This design comes from an exercise in tuning for small area, a short achievable clock period and few clock cycles per item on the open sky130 flow, not from production work.
At most, simulation tests tie the RTL to the original design; equivalence was not proved.
Power is estimated from default activity; no workload was simulated.

// simpledes_core
module simpledes_core (
    input  wire        clk,
    input  wire        rst,         
    input  wire [23:0] cmd,
    input  wire        cmd_valid,
    output wire        cmd_ready,
    output wire [11:0] dout,
    output wire [7:0]  status
);
==> module simpledes_core, before the edit <==
module simpledes_core (
    input  wire        clk,
    input  wire        rst,         
    input  wire [23:0] cmd,
    input  wire        cmd_valid,
    output wire        cmd_ready,
    output wire [11:0] dout,
    output wire [7:0]  status
);
    localparam [2:0] E_NONE    = 3'd0;
    localparam [2:0] E_ILLEGAL = 3'd1;
    localparam [2:0] E_RANGE   = 3'd2;
    localparam [2:0] E_NOKEY   = 3'd3;
    localparam [2:0] E_LOCKED  = 3'd4;
    function [7:0] expand;
        input [5:0] x;
        expand = {x[5], x[4], x[2], x[3], x[2], x[3], x[1], x[0]};
    endfunction
    localparam [15:0] S1B0 = 16'he155, S1B1 = 16'hac5a, S1B2 = 16'h6669;
    localparam [15:0] S2B0 = 16'h4b78, S2B1 = 16'h3ad4, S2B2 = 16'h991d;
    function [2:0] sbox1;
        input [3:0] a;
        sbox1 = {S1B2[a], S1B1[a], S1B0[a]};
    endfunction
    function [2:0] sbox2;
        input [3:0] a;
        sbox2 = {S2B2[a], S2B1[a], S2B0[a]};
    endfunction
    function [5:0] round_f;
        input [5:0] r;
        input [7:0] rk;
        reg   [7:0] x;
        begin
            x       = expand(r) ^ rk;
            round_f = {sbox1(x[7:4]), sbox2(x[3:0])};
        end
    endfunction
    function [5:0] sboxes;
        input [7:0] x;
        sboxes = {sbox1(x[7:4]), sbox2(x[3:0])};
    endfunction
    function [5:0] unexpand;
        input [7:0] x;
        input [7:0] k;
        unexpand = {x[7] ^ k[7], x[6] ^ k[6], x[4] ^ k[4], x[5] ^ k[5], x[1] ^ k[1], x[0] ^ k[0]};
    endfunction
    reg  [8:0]  key;
    reg         kv;
    reg         dv;
    reg  [2:0]  err;
    reg  [5:0]  hl, hr;
    reg  [8:0]  rot;
    reg  [4:0]  cur;
    reg         busy;
    wire        down = !cur[4];          
    wire [3:0]  op   = cmd[23:20];
    wire [3:0]  sr   = cmd[19:16];
    wire [3:0]  er   = cmd[15:12];
    wire [11:0] data = cmd[11:0];
    wire fields_zero = (sr == 4'd0) && (er == 4'd0);
    wire is_ldkey = (op == 4'h1) && fields_zero;
    wire is_enc   = (op == 4'h2) && fields_zero;
    wire is_dec   = (op == 4'h3) && fields_zero;
    wire is_proc  = (op == 4'h4);
    wire illegal  = !(is_ldkey || is_enc || is_dec || is_proc);
    reg [2:0] fault;
    always @(*) begin
        if (illegal)
            fault = E_ILLEGAL;
        else if (is_ldkey)
            fault = (data[11:9] != 3'd0) ? E_RANGE : (kv ? E_LOCKED : E_NONE);
        else if (is_proc && (sr == 4'd0 || er == 4'd0))
            fault = E_RANGE;
        else if (!kv)
            fault = E_NOKEY;
        else
            fault = E_NONE;
    end
    wire issue = cmd_valid && !busy;
    wire [7:0] k1    = key[8:1];
    wire [7:0] k2    = key[7:0];
    wire [7:0] in_kf = op[0] ? k2 : k1;
    wire [5:0] in_r  = data[11:6] ^ sboxes(expand(data[5:0]) ^ in_kf);
    wire [8:0] rot_n = down ? {rot[0], rot[8:1]} : {rot[7:0], rot[8]};
    wire [5:0] st_r  = hl ^ sboxes(expand(hr) ^ rot[8:1]);       
    wire [3:0] idx = {sr[3], sr[2], sr[1] | (op[1] & ~op[0]), sr[0] | (op[1] & op[0])};
    wire [8:0] b0  = {key[0], key[8:1]};
    wire [8:0] b1  = idx[0] ? {b0[7:0], b0[8]}   : b0;
    wire [8:0] b2  = idx[1] ? {b1[6:0], b1[8:7]} : b1;
    wire [8:0] b3  = idx[2] ? {b2[4:0], b2[8:5]} : b2;
    wire [8:0] b4  = idx[3] ? {b3[0], b3[8:1]}   : b3;
    wire go_c = issue && (err == E_NONE) && (fault == E_NONE) && !is_ldkey;
    always @(posedge clk) begin
        if (rst) begin
            busy <= 1'b0;
            kv   <= 1'b0;
            dv   <= 1'b0;
            err  <= E_NONE;
        end else if (busy) begin
            if (cur == 5'd1 || cur == 5'h1f) busy <= 1'b0;
        end else if (issue && err == E_NONE) begin
            if (fault != E_NONE) begin
                err <= fault;
            end else if (is_ldkey) begin
                kv  <= 1'b1;
            end else begin
                dv <= 1'b1;
                if (is_proc) busy <= (sr != er);
            end
        end
    end
    wire       ld   = !busy && go_c;
    wire       hold = !busy && !go_c;
    wire [5:0] ld_l = is_proc ? data[11:6] : data[5:0];
    wire [5:0] ld_r = is_proc ? data[5:0] : in_r;
    always @(posedge clk) begin
        hl  <= ({6{busy}} & hr)    | ({6{ld}} & ld_l) | ({6{hold}} & hl);
        hr  <= ({6{busy}} & st_r)  | ({6{ld}} & ld_r) | ({6{hold}} & hr);
        rot <= ({9{busy}} & rot_n) | ({9{ld}} & b4)   | ({9{hold}} & rot);
    end
    always @(posedge clk)
        if (!kv) key <= data[8:0];
    always @(posedge clk)
        cur <= busy ? (down ? cur - 5'd1 : cur + 5'd1) : {1'b0, sr} - {1'b0, er};
    assign cmd_ready = !busy;
    assign dout      = {st_r, hr};
    assign status    = {3'b000, err, dv, kv};
endmodule
Settings: LEC_CHECK=0, CAP_MARGIN=20, CORE_MARGIN=2, CORE_UTILIZATION=40, SETUP_SLACK_MARGIN=1.3, SLEW_MARGIN=20; clock period 4.5 ns.
standard.sh (not shown) runs the stock make flow with config.mk's settings and CLKGATE_MAP_FILE= SYNTH_SCRIPT=/design/flow/synth_recipe.tcl, a recipe that flattens the netlist after the stock synthesis.
==> flow/flow/run.sh <==
#!/bin/bash
# Standard layout, with the port buffers made of a regular buffer cell instead of the
# delay cell buffer_ports picks by default.
set -euo pipefail
bash standard.sh "BUFFER_PORTS_ARGS=-buffer_cell sky130_fd_sc_hd__buf_1" finish > run_standard.log 2>&1
Then changed:
--- a/flow/design.v
+++ b/flow/design.v
@@ -13,21 +13,31 @@
     localparam [2:0] E_NOKEY   = 3'd3;
     localparam [2:0] E_LOCKED  = 3'd4;
     function [7:0] expand;
         input [5:0] x;
         expand = {x[5], x[4], x[2], x[3], x[2], x[3], x[1], x[0]};
     endfunction
-    localparam [15:0] S1B0 = 16'he155, S1B1 = 16'hac5a, S1B2 = 16'h6669;
-    localparam [15:0] S2B0 = 16'h4b78, S2B1 = 16'h3ad4, S2B2 = 16'h991d;
     function [2:0] sbox1;
         input [3:0] a;
-        sbox1 = {S1B2[a], S1B1[a], S1B0[a]};
+        reg   [3:0] q0, q1, q2;
+        begin
+            q0 = {a[0] | a[1], ~(a[0] | a[1]), ~a[0], ~a[0]};
+            q1 = {a[0], a[1], ~a[0], a[0]};
+            q2 = {a[0] ^ a[1], a[0] ^ a[1], a[0] ^ a[1], ~(a[0] ^ a[1])};
+            sbox1 = {q2[a[3:2]], q1[a[3:2]], q0[a[3:2]]};
+        end
     endfunction
     function [2:0] sbox2;
         input [3:0] a;
-        sbox2 = {S2B2[a], S2B1[a], S2B0[a]};
+        reg   [3:0] q0, q1, q2;
+        begin
+            q0 = {a[1] & ~a[0], a[0] | ~a[1], ~(a[0] & a[1]), a[0] & a[1]};
+            q1 = {~a[1], a[0], a[1] | ~a[0], a[1] & ~a[0]};
+            q2 = {~(a[0] ^ a[1]), ~(a[0] ^ a[1]), ~(a[0] | a[1]), a[1] | ~a[0]};
+            sbox2 = {q2[a[3:2]], q1[a[3:2]], q0[a[3:2]]};
+        end
     endfunction
     function [5:0] round_f;
         input [5:0] r;
         input [7:0] rk;
         reg   [7:0] x;
         begin
@@ -74,18 +84,22 @@
         else if (!kv)
             fault = E_NOKEY;
         else
             fault = E_NONE;
     end
     wire issue = cmd_valid && !busy;
-    wire [7:0] k1    = key[8:1];
-    wire [7:0] k2    = key[7:0];
-    wire [7:0] in_kf = op[0] ? k2 : k1;
-    wire [5:0] in_r  = data[11:6] ^ sboxes(expand(data[5:0]) ^ in_kf);
-    wire [8:0] rot_n = down ? {rot[0], rot[8:1]} : {rot[7:0], rot[8]};
-    wire [5:0] st_r  = hl ^ sboxes(expand(hr) ^ rot[8:1]);       
+    wire [8:0] rot_n  = down ? {rot[0], rot[8:1]} : {rot[7:0], rot[8]};
+    wire [8:0] rot_nn = down ? {rot[1:0], rot[8:2]} : {rot[6:0], rot[8:7]};
+    wire [5:0] st_r   = hl ^ sboxes(expand(hr) ^ rot[8:1]);      
+    wire [7:0] in_k  = busy ? rot_n[8:1] : op[0] ? key[7:0] : key[8:1];
+    wire [5:0] in_rr = busy ? st_r : data[5:0];
+    wire [5:0] in_ll = busy ? hr : data[11:6];
+    wire [5:0] in_r  = in_ll ^ sboxes(expand(in_rr) ^ in_k);
+    wire       one   = (cur == 5'd1) || (cur == 5'h1f);          
+    wire       two   = busy && !one;
+    wire       sgl   = busy && one;
     wire [3:0] idx = {sr[3], sr[2], sr[1] | (op[1] & ~op[0]), sr[0] | (op[1] & op[0])};
     wire [8:0] b0  = {key[0], key[8:1]};
     wire [8:0] b1  = idx[0] ? {b0[7:0], b0[8]}   : b0;
     wire [8:0] b2  = idx[1] ? {b1[6:0], b1[8:7]} : b1;
     wire [8:0] b3  = idx[2] ? {b2[4:0], b2[8:5]} : b2;
     wire [8:0] b4  = idx[3] ? {b3[0], b3[8:1]}   : b3;
@@ -94,35 +108,34 @@
         if (rst) begin
             busy <= 1'b0;
             kv   <= 1'b0;
             dv   <= 1'b0;
             err  <= E_NONE;
         end else if (busy) begin
-            if (cur == 5'd1 || cur == 5'h1f) busy <= 1'b0;
+            if (one || cur == 5'd2 || cur == 5'h1e) busy <= 1'b0;
         end else if (issue && err == E_NONE) begin
             if (fault != E_NONE) begin
                 err <= fault;
             end else if (is_ldkey) begin
+                key <= data[8:0];
                 kv  <= 1'b1;
             end else begin
                 dv <= 1'b1;
-                if (is_proc) busy <= (sr != er);
+                if (!op[1]) busy <= (sr != er);       
             end
         end
     end
     wire       ld   = !busy && go_c;
     wire       hold = !busy && !go_c;
-    wire [5:0] ld_l = is_proc ? data[11:6] : data[5:0];
-    wire [5:0] ld_r = is_proc ? data[5:0] : in_r;
+    wire [5:0] ld_l = op[1] ? data[5:0] : data[11:6];
+    wire [5:0] ld_r = op[1] ? in_r : data[5:0];
     always @(posedge clk) begin
-        hl  <= ({6{busy}} & hr)    | ({6{ld}} & ld_l) | ({6{hold}} & hl);
-        hr  <= ({6{busy}} & st_r)  | ({6{ld}} & ld_r) | ({6{hold}} & hr);
-        rot <= ({9{busy}} & rot_n) | ({9{ld}} & b4)   | ({9{hold}} & rot);
+        hl  <= ({6{two}} & st_r)   | ({6{sgl}} & hr)    | ({6{ld}} & ld_l) | ({6{hold}} & hl);
+        hr  <= ({6{two}} & in_r)   | ({6{sgl}} & st_r)  | ({6{ld}} & ld_r) | ({6{hold}} & hr);
+        rot <= ({9{two}} & rot_nn) | ({9{sgl}} & rot_n) | ({9{ld}} & b4)   | ({9{hold}} & rot);
     end
     always @(posedge clk)
-        if (!kv) key <= data[8:0];
-    always @(posedge clk)
-        cur <= busy ? (down ? cur - 5'd1 : cur + 5'd1) : {1'b0, sr} - {1'b0, er};
+        cur <= (busy ? cur : {1'b0, sr}) + (busy ? {{3{down}}, 2'b10} : ~{1'b0, er} + 5'd1);
     assign cmd_ready = !busy;
     assign dout      = {st_r, hr};
     assign status    = {3'b000, err, dv, kv};
 endmodule
The new run passed the timing, design-rule and antenna checks.
Via count is higher by about 8%.
Core utilization falls by 0.27 points.
Cell area rises by about 13%.
Sequential power rose by 17%.
Area after synthesis rose by about 14%.
Die area goes up by about 14%.
Final cell count rises by about 8%.
Worst setup slack barely changes.
Global-route usage goes up by 0.81 points.
Worst hold slack gets worse by 0.0041 ns.
Register-to-register slack is worse by 0.56 ns.
Testbench counts after the change, summed over its fixed seeds: cycles 2,417, items 1,600.
No functional check of the RTL was part of the first run of this note.

==> re-timing with driven ports <==
No port has a modelled driver above. Below, the same layouts with a new extraction and two added sets of constraints.
Step 1 (the two cells are an assumption about what drives the block):
set clk [get_ports {clk}]
set_driving_cell -lib_cell sky130_fd_sc_hd__clkbuf_16 $clk
set_driving_cell -lib_cell sky130_fd_sc_hd__buf_2 [delete_from_list [all_inputs] $clk]
Step 2 adds t to the input delays and takes it off the output delays; t is the mean of the earliest and latest rising clock arrival at the registers after step 1. Input paths then give back, and output paths get back, about the clock's delay inside the block.
a / b / c = no drivers / after step 1 / after step 2; a / b = the first two.
run | shift t [ns] | setup slack, ns | cell pins on the clock port's net
the first run | 0.323 | 1.413 / 1.425 / 1.102 | 1
the second run | 0.340 | 1.413 / 1.398 / 1.085 | 1
After both steps setup and hold are still met in every run listed. For the second run, which loses most, drivers alone change the setup slack by -0.015 ns; drivers and shift together by -0.328 ns.
